This design comes from an exercise in tuning for small area, a short achievable clock period and few clock cycles per item on the open sky130 flow, not from production work. Function was checked by simulation only, so behaviour that the tests miss may differ from the original. Power is estimated from default activity; no workload was simulated.

==> flow/design.v <==
module pdc_muldiv (
    input  wire         clk,
    input  wire         rst,        
    input  wire         in_valid,
    output wire         in_ready,
    input  wire [255:0] tgt,
    input  wire [63:0]  ma,
    input  wire [63:0]  mb,
    output reg          done,
    output reg          err,
    output wire [319:0] q
);
    localparam [2:0] S_IDLE = 3'd0,
                     S_SET  = 3'd1,
                     S_MUL  = 3'd2,
                     S_FIN  = 3'd3,
                     S_DIV  = 3'd4,
                     S_ERR  = 3'd5;
    reg [2:0]   state;
    reg         rdy;         
    reg         first;       
    reg         chk;         
    reg         fb;          
    reg [8:0]   cnt;
    reg [6:0]   nm;          
    reg [6:0]   left;        
    reg         lead;        
    reg [3:1]   sl, sh;      
    reg [1:0]   xb;          
    reg [1:0]   xt;          
    reg [319:0] work;
    reg [63:0]  R;
    reg [63:0]  M1;          
    reg [65:0]  M3;          
    assign in_ready = rdy;
    assign q        = work;
    function [67:0] padd(input [67:0] a, input [67:0] b, input cin);
        reg [67:0] p, G, P;
        reg [68:0] c;
        integer l, k, j;
        begin
            p = a ^ b;
            G = a & b;
            P = p;
            G[0] = G[0] | (P[0] & cin);
            for (l = 0; l < 7; l = l + 1)
                for (k = 0; k < 68; k = k + 1)
                    if ((k >> l) & 1) begin
                        j = ((k >> l) << l) - 1;
                        G[k] = G[k] | (P[k] & G[j]);
                        P[k] = P[k] & P[j];
                    end
            c[0] = cin;
            for (k = 1; k < 69; k = k + 1) c[k] = G[k-1];
            padd = p ^ c[67:0];
        end
    endfunction
    wire [65:0] pp0w = ({66{sl[1]}} & {2'b0, M1}) | ({66{sl[2]}} & {1'b0, M1, 1'b0}) | ({66{sl[3]}} & M3);
    wire [65:0] pp1w = ({66{sh[1]}} & {2'b0, M1}) | ({66{sh[2]}} & {1'b0, M1, 1'b0}) | ({66{sh[3]}} & M3);
    wire [67:0] pp0  = {2'b0, pp0w};
    wire [67:0] pp1  = {pp1w, 2'b0};
    wire [67:0] xm   = {4'b0, R};
    wire [67:0] cs_s = xm ^ pp0 ^ pp1;
    wire [67:0] cs_c = {(xm[66:0] & pp0[66:0]) | (xm[66:0] & pp1[66:0]) | (pp0[66:0] & pp1[66:0]), 1'b0};
    wire [67:0] msum = padd(cs_s, cs_c, 1'b0);
    function [3:1] oh(input [1:0] d);
        oh = {d == 2'd3, d == 2'd2, d == 2'd1};
    endfunction
    wire [65:0] X   = {R, xb};
    wire [67:0] d1  = padd({2'b0, X}, ~{4'b0, M1}, 1'b1);
    wire [67:0] d2  = padd({2'b0, X}, ~{3'b0, M1, 1'b0}, 1'b1);
    wire [67:0] d3  = padd({2'b0, X}, ~{2'b0, M3}, 1'b1);
    wire        g1  = ~d1[67];
    wire        g2  = ~d2[67];
    wire        g3  = ~d3[67];
    wire        e3  = g3;
    wire        e2  = g2 & ~g3;
    wire        e1  = g1 & ~g2;
    wire        e0  = ~g1;
    wire [1:0]  qd  = {g2, e3 | e1};
    wire [63:0] rnew = ({64{e3}} & d3[63:0]) | ({64{e2}} & d2[63:0]) |
                       ({64{e1}} & d1[63:0]) | ({64{e0}} & X[63:0]);
    wire        ge      = (R >= M1);
    wire        m1small = (M1[63:2] == 62'd0);
    reg  [1:0]  tq, tr;
    always @* begin
        tq = 2'd0;
        tr = xt;
        if (m1small) begin
            case (M1[1:0])
                2'd1: begin tq = xt; tr = 2'd0; end
                2'd2: begin tq = {1'b0, xt[1]}; tr = {1'b0, xt[0]}; end
                2'd3: begin tq = {1'b0, xt == 2'd3}; tr = (xt == 2'd3) ? 2'd0 : xt; end
                default: ;
            endcase
        end
    end
    reg [6:0] nm_enc;
    integer i;
    always @* begin
        nm_enc = 7'd1;
        for (i = 1; i < 64; i = i + 1)
            if (work[4*i +: 4] != 4'd0) nm_enc = i[6:0] + 7'd1;
    end
    wire [6:0] lft      = first ? nm_enc : left;
    wire       skip     = lead & (work[31:0] == 32'd0) & (lft > 7'd8);
    wire       mul_last = ~skip & (lft == 7'd1);
    always @(posedge clk) begin
        if (state == S_FIN || state == S_DIV || (state == S_MUL && mul_last))
            M1 <= mb;
        else
            M1 <= ma;
        work  <= 320'd0;
        R     <= 64'd0;
        sl    <= 3'd0;
        sh    <= 3'd0;
        xb    <= 2'd0;
        first <= 1'b0;
        chk   <= 1'b0;
        rdy   <= 1'b0;
        done  <= 1'b0;
        case (state)
            S_IDLE: begin
                R  <= ma;
                sl <= 3'b010;            
                if (in_valid) begin
                    if (mb == 64'd0) begin
                        state <= S_ERR;
                        rdy   <= 1'b1;
                    end else begin
                        state <= S_SET;
                    end
                end
            end
            S_SET: begin
                M3          <= msum[65:0];
                work[255:0] <= tgt;
                sl          <= oh(tgt[1:0]);
                sh          <= oh(tgt[3:2]);
                fb          <= 1'b0;
                first       <= 1'b1;
                lead        <= 1'b1;
                state       <= S_MUL;
            end
            S_MUL: begin
                if (first) nm <= nm_enc;
                if (skip) begin
                    work[255:0] <= {32'd0, work[255:32]};
                    sl          <= oh(work[33:32]);
                    sh          <= oh(work[35:34]);
                    left        <= lft - 7'd8;
                end else begin
                    R             <= msum[67:4];
                    work[319:256] <= msum[67:4];
                    work[255:0]   <= {msum[3:0], work[255:4]};
                    sl            <= oh(work[5:4]);
                    sh            <= oh(work[7:6]);
                    left          <= lft - 7'd1;
                    lead          <= lead & (work[3:0] == 4'd0);
                end
                if (mul_last) begin
                    R     <= mb;
                    sl    <= 3'b010;     
                    sh    <= 3'b000;
                    state <= S_FIN;
                end
            end
            S_FIN: begin
                M3            <= msum[65:0];
                R             <= work[319:256];
                xt            <= work[319:318];
                work[319:256] <= {work[317:256], work[255:254]};
                work[255:0]   <= {work[253:0], 2'b00};
                xb            <= work[255:254];
                chk           <= 1'b1;
                cnt           <= {1'b0, nm, 1'b0} - 9'd1;
                state         <= S_DIV;
            end
            S_DIV: begin
                if (chk && ge) begin
                    R    <= {62'd0, tr};
                    work <= {work[317:0], tq};
                    xb   <= work[319:318];
                    fb   <= 1'b1;
                    cnt  <= cnt + 9'd31;
                end else begin
                    R    <= rnew;
                    if (fb) begin
                        work <= {work[317:0], qd};
                        xb   <= work[319:318];
                    end else begin
                        work[255:0] <= {work[253:0], qd};
                        xb   <= work[255:254];
                    end
                    cnt  <= cnt - 9'd1;
                end
                if (!(chk && ge) && cnt == 9'd1) rdy <= 1'b1;
                if (!chk && cnt == 9'd0) begin
                    state <= S_IDLE;
                    done  <= 1'b1;
                    err   <= 1'b0;
                end
            end
            S_ERR: begin
                state <= S_IDLE;
                done  <= 1'b1;
                err   <= 1'b1;
            end
            default: state <= S_IDLE;
        endcase
        if (rst) begin
            state <= S_IDLE;
            rdy   <= 1'b0;
            done  <= 1'b0;
        end
    end
endmodule
clock: 10.0 ns
lec_check: 0
cap_margin: 20
core_margin: 2
core_utilization: 40
setup_slack_margin: 5
slew_margin: 20
standard.sh (not shown) runs the stock make flow with config.mk's settings and CLKGATE_MAP_FILE= SYNTH_SCRIPT=/design/flow/synth_recipe.tcl, a recipe that flattens the netlist after the stock synthesis.
==> flow/flow/run.sh <==
#!/bin/bash
# The standard ORFS layout (standard.sh), unchanged except that the port
# buffers are built from the smallest buffer cell instead of the default.
set -euo pipefail
cd "$(dirname "$0")/.."
bash standard.sh "BUFFER_PORTS_ARGS=-buffer_cell sky130_fd_sc_hd__buf_1" finish > standard.log 2>&1
Testbench counts at the start, summed over its fixed seeds: cycles 325,689, items 2,400.
Then changed:
--- a/flow/design.v
+++ b/flow/design.v
@@ -31,51 +31,30 @@
     reg [319:0] work;
     reg [63:0]  R;
     reg [63:0]  M1;          
     reg [65:0]  M3;          
     assign in_ready = rdy;
     assign q        = work;
-    function [67:0] padd(input [67:0] a, input [67:0] b, input cin);
-        reg [67:0] p, G, P;
-        reg [68:0] c;
-        integer l, k, j;
-        begin
-            p = a ^ b;
-            G = a & b;
-            P = p;
-            G[0] = G[0] | (P[0] & cin);
-            for (l = 0; l < 7; l = l + 1)
-                for (k = 0; k < 68; k = k + 1)
-                    if ((k >> l) & 1) begin
-                        j = ((k >> l) << l) - 1;
-                        G[k] = G[k] | (P[k] & G[j]);
-                        P[k] = P[k] & P[j];
-                    end
-            c[0] = cin;
-            for (k = 1; k < 69; k = k + 1) c[k] = G[k-1];
-            padd = p ^ c[67:0];
-        end
-    endfunction
     wire [65:0] pp0w = ({66{sl[1]}} & {2'b0, M1}) | ({66{sl[2]}} & {1'b0, M1, 1'b0}) | ({66{sl[3]}} & M3);
     wire [65:0] pp1w = ({66{sh[1]}} & {2'b0, M1}) | ({66{sh[2]}} & {1'b0, M1, 1'b0}) | ({66{sh[3]}} & M3);
     wire [67:0] pp0  = {2'b0, pp0w};
     wire [67:0] pp1  = {pp1w, 2'b0};
     wire [67:0] xm   = {4'b0, R};
     wire [67:0] cs_s = xm ^ pp0 ^ pp1;
     wire [67:0] cs_c = {(xm[66:0] & pp0[66:0]) | (xm[66:0] & pp1[66:0]) | (pp0[66:0] & pp1[66:0]), 1'b0};
-    wire [67:0] msum = padd(cs_s, cs_c, 1'b0);
+    wire [67:0] msum = cs_s + cs_c;
     function [3:1] oh(input [1:0] d);
         oh = {d == 2'd3, d == 2'd2, d == 2'd1};
     endfunction
     wire [65:0] X   = {R, xb};
-    wire [67:0] d1  = padd({2'b0, X}, ~{4'b0, M1}, 1'b1);
-    wire [67:0] d2  = padd({2'b0, X}, ~{3'b0, M1, 1'b0}, 1'b1);
-    wire [67:0] d3  = padd({2'b0, X}, ~{2'b0, M3}, 1'b1);
-    wire        g1  = ~d1[67];
-    wire        g2  = ~d2[67];
-    wire        g3  = ~d3[67];
+    wire [66:0] d1  = {1'b0, X} - {3'b0, M1};
+    wire [66:0] d2  = {1'b0, X} - {2'b0, M1, 1'b0};
+    wire [66:0] d3  = {1'b0, X} - {1'b0, M3};
+    wire        g1  = ~d1[66];
+    wire        g2  = ~d2[66];
+    wire        g3  = ~d3[66];
     wire        e3  = g3;
     wire        e2  = g2 & ~g3;
     wire        e1  = g1 & ~g2;
     wire        e0  = ~g1;
     wire [1:0]  qd  = {g2, e3 | e1};
     wire [63:0] rnew = ({64{e3}} & d3[63:0]) | ({64{e2}} & d2[63:0]) |
@@ -103,28 +82,25 @@
             if (work[4*i +: 4] != 4'd0) nm_enc = i[6:0] + 7'd1;
     end
     wire [6:0] lft      = first ? nm_enc : left;
     wire       skip     = lead & (work[31:0] == 32'd0) & (lft > 7'd8);
     wire       mul_last = ~skip & (lft == 7'd1);
     always @(posedge clk) begin
-        if (state == S_FIN || state == S_DIV || (state == S_MUL && mul_last))
-            M1 <= mb;
-        else
-            M1 <= ma;
         work  <= 320'd0;
         R     <= 64'd0;
         sl    <= 3'd0;
         sh    <= 3'd0;
         xb    <= 2'd0;
         first <= 1'b0;
         chk   <= 1'b0;
         rdy   <= 1'b0;
         done  <= 1'b0;
         case (state)
             S_IDLE: begin
                 R  <= ma;
+                M1 <= ma;
                 sl <= 3'b010;            
                 if (in_valid) begin
                     if (mb == 64'd0) begin
                         state <= S_ERR;
                         rdy   <= 1'b1;
                     end else begin
@@ -157,12 +133,13 @@
                     sh            <= oh(work[7:6]);
                     left          <= lft - 7'd1;
                     lead          <= lead & (work[3:0] == 4'd0);
                 end
                 if (mul_last) begin
                     R     <= mb;
+                    M1    <= mb;
                     sl    <= 3'b010;     
                     sh    <= 3'b000;
                     state <= S_FIN;
                 end
             end
             S_FIN: begin
Wire length is higher by roughly a tenth.
Utilization is lower by 0.16 points.
Clock-buffer cell count is lower by 10.
Register-to-register slack gets worse by 0.09 ns.
Setup slack gets worse by 0.093 ns.
Critical path depth is lower by 1.
Global-route usage is higher by 0.44 points.
Synthesized area is higher by a little under a tenth.
First-iteration DRC count is higher by a quarter to a third.
Worst hold slack gets better by 0.029 ns.
Power is higher by a few percent.
Final area is higher by a few percent.
Testbench counts after the change, summed over its fixed seeds: cycles 325,689, items 2,400.


pdc_muldiv, a different RTL version from the one above (not shown whole).
For scale: about 4,700 cells after synthesis, about 620 flip-flops, ~710 I/O pins, about 0.043 mm2 of cells after synthesis.
export LEC_CHECK = 0
export CAP_MARGIN = 20
export CORE_MARGIN = 2
export CORE_UTILIZATION = 40
export SETUP_SLACK_MARGIN = 5
export SLEW_MARGIN = 20
create_clock -name core_clock -period 10.0 [get_ports {clk}]
Scripts as last shown in full above: flow/flow/run.sh
Testbench counts at the start, summed over its fixed seeds: cycles 317,391, items 2,400.
Edit:
--- a/flow/design.v
+++ b/flow/design.v
@@ -12,31 +12,31 @@
 );
     localparam [2:0] S_IDLE = 3'd0,
                      S_SET  = 3'd1,
                      S_MUL  = 3'd2,
                      S_FIN  = 3'd3,
                      S_DIV  = 3'd4,
                      S_ERR  = 3'd5;
     reg [2:0]   state;
     reg         rdy;         
+    reg         first;       
     reg         chk;         
     reg         fb;          
     reg         fh;          
     reg [8:0]   cnt;
     reg [6:0]   nm;          
     reg [6:0]   left;        
     reg         lead;        
     reg [3:1]   sl, sh;      
     reg [1:0]   xb;          
     reg [1:0]   xt;          
     reg [319:0] work;
-    reg [63:0]  R;           
-    reg [63:0]  A;           
+    reg [63:0]  R;
     reg [63:0]  M1;          
     reg [65:0]  M3;          
     assign in_ready = rdy;
     assign q        = work;
     function [67:0] padd(input [67:0] a, input [67:0] b, input cin);
         reg [67:0] p, G, P;
         reg [68:0] c;
         integer l, k, j;
         begin
@@ -54,19 +54,19 @@
             c[0] = cin;
             for (k = 1; k < 69; k = k + 1) c[k] = G[k-1];
             padd = p ^ c[67:0];
         end
     endfunction
     wire [65:0] pp0w = ({66{sl[1]}} & {2'b0, M1}) | ({66{sl[2]}} & {1'b0, M1, 1'b0}) | ({66{sl[3]}} & M3);
     wire [65:0] pp1w = ({66{sh[1]}} & {2'b0, M1}) | ({66{sh[2]}} & {1'b0, M1, 1'b0}) | ({66{sh[3]}} & M3);
     wire [67:0] pp0  = {2'b0, pp0w};
     wire [67:0] pp1  = {pp1w, 2'b0};
-    wire [67:0] xm   = {4'b0, A};
+    wire [67:0] xm   = {4'b0, R};
     wire [67:0] cs_s = xm ^ pp0 ^ pp1;
     wire [67:0] cs_c = {(xm[66:0] & pp0[66:0]) | (xm[66:0] & pp1[66:0]) | (pp0[66:0] & pp1[66:0]), 1'b0};
     wire [67:0] msum = padd(cs_s, cs_c, 1'b0);
     function [3:1] oh(input [1:0] d);
         oh = {d == 2'd3, d == 2'd2, d == 2'd1};
     endfunction
     wire [65:0] X   = {R, xb};
     wire [67:0] d1  = padd({2'b0, X}, ~{4'b0, M1}, 1'b1);
     wire [67:0] d2  = padd({2'b0, X}, ~{3'b0, M1, 1'b0}, 1'b1);
@@ -96,81 +96,79 @@
                 default: ;
             endcase
         end
     end
     reg [6:0] nm_enc;
     integer i;
     always @* begin
         nm_enc = 7'd1;
         for (i = 1; i < 64; i = i + 1)
-            if (tgt[4*i +: 4] != 4'd0) nm_enc = i[6:0] + 7'd1;
+            if (work[4*i +: 4] != 4'd0) nm_enc = i[6:0] + 7'd1;
     end
-    wire [6:0] lft      = left;
+    wire [6:0] lft      = first ? nm_enc : left;
     wire       skip     = lead & (work[31:0] == 32'd0) & (lft > 7'd8);
     wire       mul_last = ~skip & (lft == 7'd1);
-    wire       div_last  = (state == S_DIV) & ~chk & (cnt == 9'd0);
-    wire       load_next = div_last & ~rdy & in_valid;
     always @(posedge clk) begin
-        if (state == S_FIN || (state == S_DIV && !load_next) || (state == S_MUL && mul_last))
+        if (state == S_FIN || state == S_DIV || (state == S_MUL && mul_last))
             M1 <= mb;
         else
             M1 <= ma;
         work  <= 320'd0;
         R     <= 64'd0;
-        A     <= 64'd0;
         sl    <= 3'd0;
         sh    <= 3'd0;
         xb    <= 2'd0;
+        first <= 1'b0;
         chk   <= 1'b0;
         rdy   <= 1'b0;
         done  <= 1'b0;
         case (state)
             S_IDLE: begin
-                A  <= ma;
+                R  <= ma;
                 sl <= 3'b010;            
                 if (in_valid) begin
                     if (mb == 64'd0) begin
                         state <= S_ERR;
                         rdy   <= 1'b1;
                     end else begin
                         state <= S_SET;
                     end
                 end
             end
             S_SET: begin
                 M3          <= msum[65:0];
                 work[255:0] <= tgt;
                 sl          <= oh(tgt[1:0]);
                 sh          <= oh(tgt[3:2]);
                 fb          <= 1'b0;
                 fh          <= 1'b0;
-                nm          <= nm_enc;
-                left        <= nm_enc;
+                first       <= 1'b1;
                 lead        <= 1'b1;
                 state       <= S_MUL;
             end
             S_MUL: begin
+                if (first) nm <= nm_enc;
                 if (skip) begin
                     work[255:0] <= {32'd0, work[255:32]};
                     sl          <= oh(work[33:32]);
                     sh          <= oh(work[35:34]);
                     left        <= lft - 7'd8;
                 end else begin
-                    A             <= msum[67:4];
+                    R             <= msum[67:4];
                     work[319:256] <= msum[67:4];
                     work[255:0]   <= {msum[3:0], work[255:4]};
                     sl            <= oh(work[5:4]);
                     sh            <= oh(work[7:6]);
                     left          <= lft - 7'd1;
                     lead          <= lead & (work[3:0] == 4'd0);
                 end
                 if (mul_last) begin
-                    A     <= mb;
+                    R     <= mb;
                     sl    <= 3'b010;     
                     sh    <= 3'b000;
                     state <= S_FIN;
                 end
             end
             S_FIN: begin
                 M3            <= msum[65:0];
                 R             <= work[319:256];
                 xt            <= work[319:318];
@@ -201,34 +199,23 @@
                         work <= {work[317:0], qd};
                         if (fh) work[319:290] <= 30'd0;
                         xb   <= fh ? work[289:288] : work[319:318];
                     end else begin
                         work[255:0] <= {work[253:0], qd};
                         xb   <= work[255:254];
                     end
                     cnt  <= cnt - 9'd1;
                 end
-                if (!(chk && ge) && ((!chk && cnt == 9'd2) || (chk && cnt == 9'd1)))
-                    rdy <= 1'b1;
-                if (div_last) begin
+                if (!(chk && ge) && cnt == 9'd1) rdy <= 1'b1;
+                if (!chk && cnt == 9'd0) begin
                     state <= S_IDLE;
                     done  <= 1'b1;
                     err   <= 1'b0;
-                    if (load_next) begin
-                        A  <= ma;
-                        sl <= 3'b010;    
-                        if (mb == 64'd0) begin
-                            state <= S_ERR;
-                            rdy   <= 1'b1;
-                        end else begin
-                            state <= S_SET;
-                        end
-                    end
                 end
             end
             S_ERR: begin
                 state <= S_IDLE;
                 done  <= 1'b1;
                 err   <= 1'b1;
             end
             default: state <= S_IDLE;
         endcase
Result: Register-to-register slack degrades by 0.07 ns; global-route usage came out higher by 1.2 points; design area climbs by 1.4%; setup slack loses 0.071 ns; final cell count came out higher by 3.7%; worst hold slack gets worse by 0.028 ns; core utilization climbs by 1.5 points; wire length goes up by about 1.8%; sequential share of layout area falls by 2.8 points; total power went up by about 20%; flip-flop and latch count goes down by 63; synthesized cell count rose by 5.0%; clock power hardly moves; area after synthesis falls by 1.9%.
Testbench counts after the change, summed over its fixed seeds: cycles 319,779, items 2,400.

==> separate check: timing with driven ports <==
The results above use ideal ports. As a check the final layouts listed here were re-extracted and re-timed, cells and wires unchanged. Step 1 (the two cells are an assumption about what drives the block):
set clk [get_ports {clk}]
set_driving_cell -lib_cell sky130_fd_sc_hd__clkbuf_16 $clk
set_driving_cell -lib_cell sky130_fd_sc_hd__buf_2 [delete_from_list [all_inputs] $clk]
Step 2 also shifts input and output timing later by t, the mid clock arrival at the registers, as if the neighbouring blocks saw the same clock. Slacks: ideal / step 1 / step 2; pairs: ideal / step 1.
run | t, ns | setup slack, ns | latest minus earliest clock arrival (ns) | slew at the worst register clock pin (ns)
the first run of note 1 | 0.732 | 4.840 / 4.840 / 4.700 | 0.040 / 0.040 | 0.06 / 0.06
the second run of note 1 | 0.742 | 4.747 / 4.747 / 4.747 | 0.062 / 0.062 | 0.07 / 0.07
the first run of note 2 | 0.740 | 5.037 / 5.037 / 4.386 | 0.041 / 0.041 | 0.07 / 0.07
the second run of note 2 | 0.756 | 4.965 / 4.965 / 4.965 | 0.030 / 0.031 | 0.07 / 0.07
After both steps setup and hold are still met in every run listed. For the first run of note 2, which loses most, drivers alone change the setup slack by 0.000 ns; drivers and shift together by -0.651 ns.
